What follows belongs to an exercise in optimizing a design on an open flow for small area; a production flow would make more cautious choices.
Function was checked by simulation only, so behaviour that the tests miss may differ from the original.
No activity file was given, so power comes from the tool's default toggle rates.

build 35:
==> flow/design.v (excerpt) <==
module srcp (
  input  wire        clk,
  input  wire        rst,           
  input  wire        host_sel,
  input  wire        host_we,
  input  wire [5:0]  host_addr,
  input  wire [1:0]  host_size,
  input  wire [31:0] host_wdata,
  output reg  [31:0] host_rdata,
  output wire        host_err,
  output reg         gpio_req,
  output reg         gpio_we,
  output wire [31:0] gpio_addr,
  output wire [31:0] gpio_wdata,
  input  wire [31:0] gpio_rdata,
  input  wire        gpio_ack,
  input  wire [2:0]  grant,
  input  wire        sink_ok,
  output wire        evt_valid,
  output wire [15:0] evt_data,
  input  wire        evt_ready
);
  localparam [2:0] LS_UNCONFIGURED = 3'd0, LS_CONFIGURED = 3'd1,
                   LS_READY = 3'd2, LS_TORN_DOWN = 3'd3, LS_FAILED = 3'd4;
  localparam [3:0] S_IDLE  = 4'd0,
                   S_C_RD  = 4'd1,    
                   S_C_WR  = 4'd2,    
  ...
export LEC_CHECK = 0
export CAP_MARGIN = 0
export CORE_MARGIN = 2
export CORE_UTILIZATION = 55
export SLEW_MARGIN = 0
create_clock -name core_clock -period 10.0 [get_ports {clk}]
standard.sh (not shown) runs the stock make flow with config.mk's settings and CLKGATE_MAP_FILE= SYNTH_SCRIPT=/design/flow/synth_recipe.tcl, a recipe that flattens the netlist after the stock synthesis.
==> flow/flow/run.sh <==
#!/bin/bash
# The standard layout (standard.sh), built with these changes:
# - synthesis runs the standard synthesis script unchanged, but ABC maps
#   the logic with an area-oriented script (flow/abc_area_map.script) in
#   place of ORFS's speed script; the registers are the standard ones.  The
#   script's random search (&deepsyn) runs with several seeds, one synthesis
#   each, and the synthesis with the smallest cell area is kept;
# - the port buffers use the smallest buffer cell, buf_1;
# - the constant outputs share one tie cell instead of one tie cell each;
# - the clock tree uses clkbuf_8 buffers and no dummy balancing loads.
# Each step's full output is in synth_S*.log and standard.log here.
set -euo pipefail
RES=orfs/results/sky130hd/srcp/base
REP=orfs/reports/sky130hd/srcp/base
best=""
best_area=""
for seed in 0 7 13 29; do
  rm -rf scripts_area orfs
  cp -r "$FLOW_HOME/scripts" scripts_area
  sed "s/SEED/$seed/" flow/abc_area_map.script > scripts_area/abc_speed.script
  SCRIPTS_DIR="$PWD/scripts_area" bash standard.sh synth > synth_S$seed.log 2>&1
  area=$(awk '/Chip area for module/ {print $NF}' $REP/synth_stat.txt | tail -n 1)
  echo "seed $seed: synthesized cell area $area" | tee -a synth_choice.log
  rm -rf "keep_S$seed"
  cp -a orfs "keep_S$seed"
  if [[ -z "$best" ]] || awk -v a="$area" -v b="$best_area" 'BEGIN { exit !(a < b) }'; then
    best=$seed
    best_area=$area
  fi
done
echo "kept seed $best ($best_area)" | tee -a synth_choice.log
rm -rf orfs
cp -a "keep_S$best" orfs
rm -rf keep_S* scripts_area
export BUFFER_PORTS_ARGS="-buffer_cell sky130_fd_sc_hd__buf_1"
export SKIP_REPAIR_TIE_FANOUT=1
export CTS_ARGS="-sink_clustering_enable -repair_clock_nets -dont_use_dummy_load -buf_list {sky130_fd_sc_hd__clkbuf_8}"
bash standard.sh > standard.log 2>&1
==> flow/flow/abc_area_map.script <==
&get -n
&st
&deepsyn -T 60 -S SEED
&dch -f
&nf -R 1000 -a
&put
topo
Inputs modified between build 35 and trial 6:
diff --git a/flow/flow/run.sh b/flow/flow/run.sh
--- a/flow/flow/run.sh
+++ b/flow/flow/run.sh
@@ -5 +5,3 @@
-#   place of ORFS's speed script; the registers are the standard ones.  The
+#   place of ORFS's speed script, and with no adder cells (ADDER_MAP_FILE
+#   empty) so that ABC maps all of the logic; the registers are the standard
+#   ones.  The
@@ -21 +23 @@
-  SCRIPTS_DIR="$PWD/scripts_area" bash standard.sh synth > synth_S$seed.log 2>&1
+  ADDER_MAP_FILE= SCRIPTS_DIR="$PWD/scripts_area" bash standard.sh synth > synth_S$seed.log 2>&1
Results
Trial 6 did not stop at any stage, and its layout met the timing, DRC and antenna checks.
Going from build 35 to trial 6, growth of design area from synthesis to finish +0.38 points, non-clock buffer count picked up an extra 2, least setup slack across all paths after layout grew by 610 ps, via count of the routed design grew by 31.
As of trial 6, total standard cell area after synthesis had fallen slightly compared to build 35.

---

Another version of the RTL of srcp (not shown whole).
For scale: about 480 cells after synthesis, roughly 200 I/O pins, ~4900 µm² of cells after synthesis.
## srcp
module srcp (
  input  wire        clk,
  input  wire        rst,           
  input  wire        host_sel,
  input  wire        host_we,
  input  wire [5:0]  host_addr,
  input  wire [1:0]  host_size,
  input  wire [31:0] host_wdata,
  output reg  [31:0] host_rdata,
  output wire        host_err,
  output reg         gpio_req,
  output reg         gpio_we,
  output wire [31:0] gpio_addr,
  output wire [31:0] gpio_wdata,
  input  wire [31:0] gpio_rdata,
  input  wire        gpio_ack,
  input  wire [2:0]  grant,
  input  wire        sink_ok,
  output wire        evt_valid,
  output wire [15:0] evt_data,
  input  wire        evt_ready
);
Settings: LEC_CHECK=0, CAP_MARGIN=0, CORE_MARGIN=2, CORE_UTILIZATION=55, SLEW_MARGIN=0; clock period 10.0 ns.
==> flow/flow/run.sh <==
#!/bin/bash
# The standard layout (standard.sh), built with these changes:
# - synthesis runs the standard synthesis script unchanged, but ABC maps
#   the logic with an area-oriented script (flow/abc_area_map.script) in
#   place of ORFS's speed script; the registers are the standard ones;
# - the port buffers use the smallest buffer cell, buf_1;
# - the constant outputs share one tie cell instead of one tie cell each;
# - the clock tree uses clkbuf_8 buffers and no dummy balancing loads.
# Each step's full output is in synth.log and standard.log here.
set -euo pipefail
rm -rf scripts_area
cp -r "$FLOW_HOME/scripts" scripts_area
cp flow/abc_area_map.script scripts_area/abc_speed.script
export BUFFER_PORTS_ARGS="-buffer_cell sky130_fd_sc_hd__buf_1"
export SKIP_REPAIR_TIE_FANOUT=1
export CTS_ARGS="-sink_clustering_enable -repair_clock_nets -dont_use_dummy_load -buf_list {sky130_fd_sc_hd__clkbuf_8}"
SCRIPTS_DIR="$PWD/scripts_area" bash standard.sh synth > synth.log 2>&1
bash standard.sh > standard.log 2>&1
==> flow/flow/abc_area_map.script <==
&get -n
&st
&deepsyn -T 60
&dch -f
&nf -R 1000 -a
&put
topo
Edit:
Settings changed: CORE_UTILIZATION 55 to 40.
Result: The changed run finished clean; worst setup slack got worse by 120 ps; total power hardly moves; clock skew falls by 5.6 ps; die area came out higher by a quarter to a third; global-route usage decreases by 5.9 points; sequential power stays flat; area after synthesis stays the same; first-iteration DRC count is lower slightly; hold slack stays flat.

## port drivers added, routing unchanged
The results above use ideal ports. As a check the final layouts listed here were re-extracted and re-timed, cells and wires unchanged.
Step 1, drivers: a clkbuf_16 drives clk and a buf_2 each remaining input, both assumed.
Step 2 also shifts input and output timing later by t, the mid clock arrival at the registers, as if the neighbouring blocks saw the same clock.
Three values: ideal ports, drivers, drivers and shift; two values: the first two.
run	t (ns)	setup slack, ns	worst hold slack (ns)	worst setup path at the end	clock arrival spread, ns
build 35	0.380	3.667 / 3.644 / 3.644	0.458 / 0.458 / 0.458	input to output	0.022 / 0.022
trial 6	0.386	4.275 / 4.253 / 4.253	0.452 / 0.452 / 0.452	input to output	0.029 / 0.029
the first run of note 2	0.374	4.331 / 4.305 / 4.305	0.489 / 0.489 / 0.489	input to output	0.030 / 0.030
the second run of note 2	0.398	4.210 / 4.184 / 4.184	0.489 / 0.489 / 0.489	input to output	0.024 / 0.024
After both steps setup and hold are still met in every run listed.
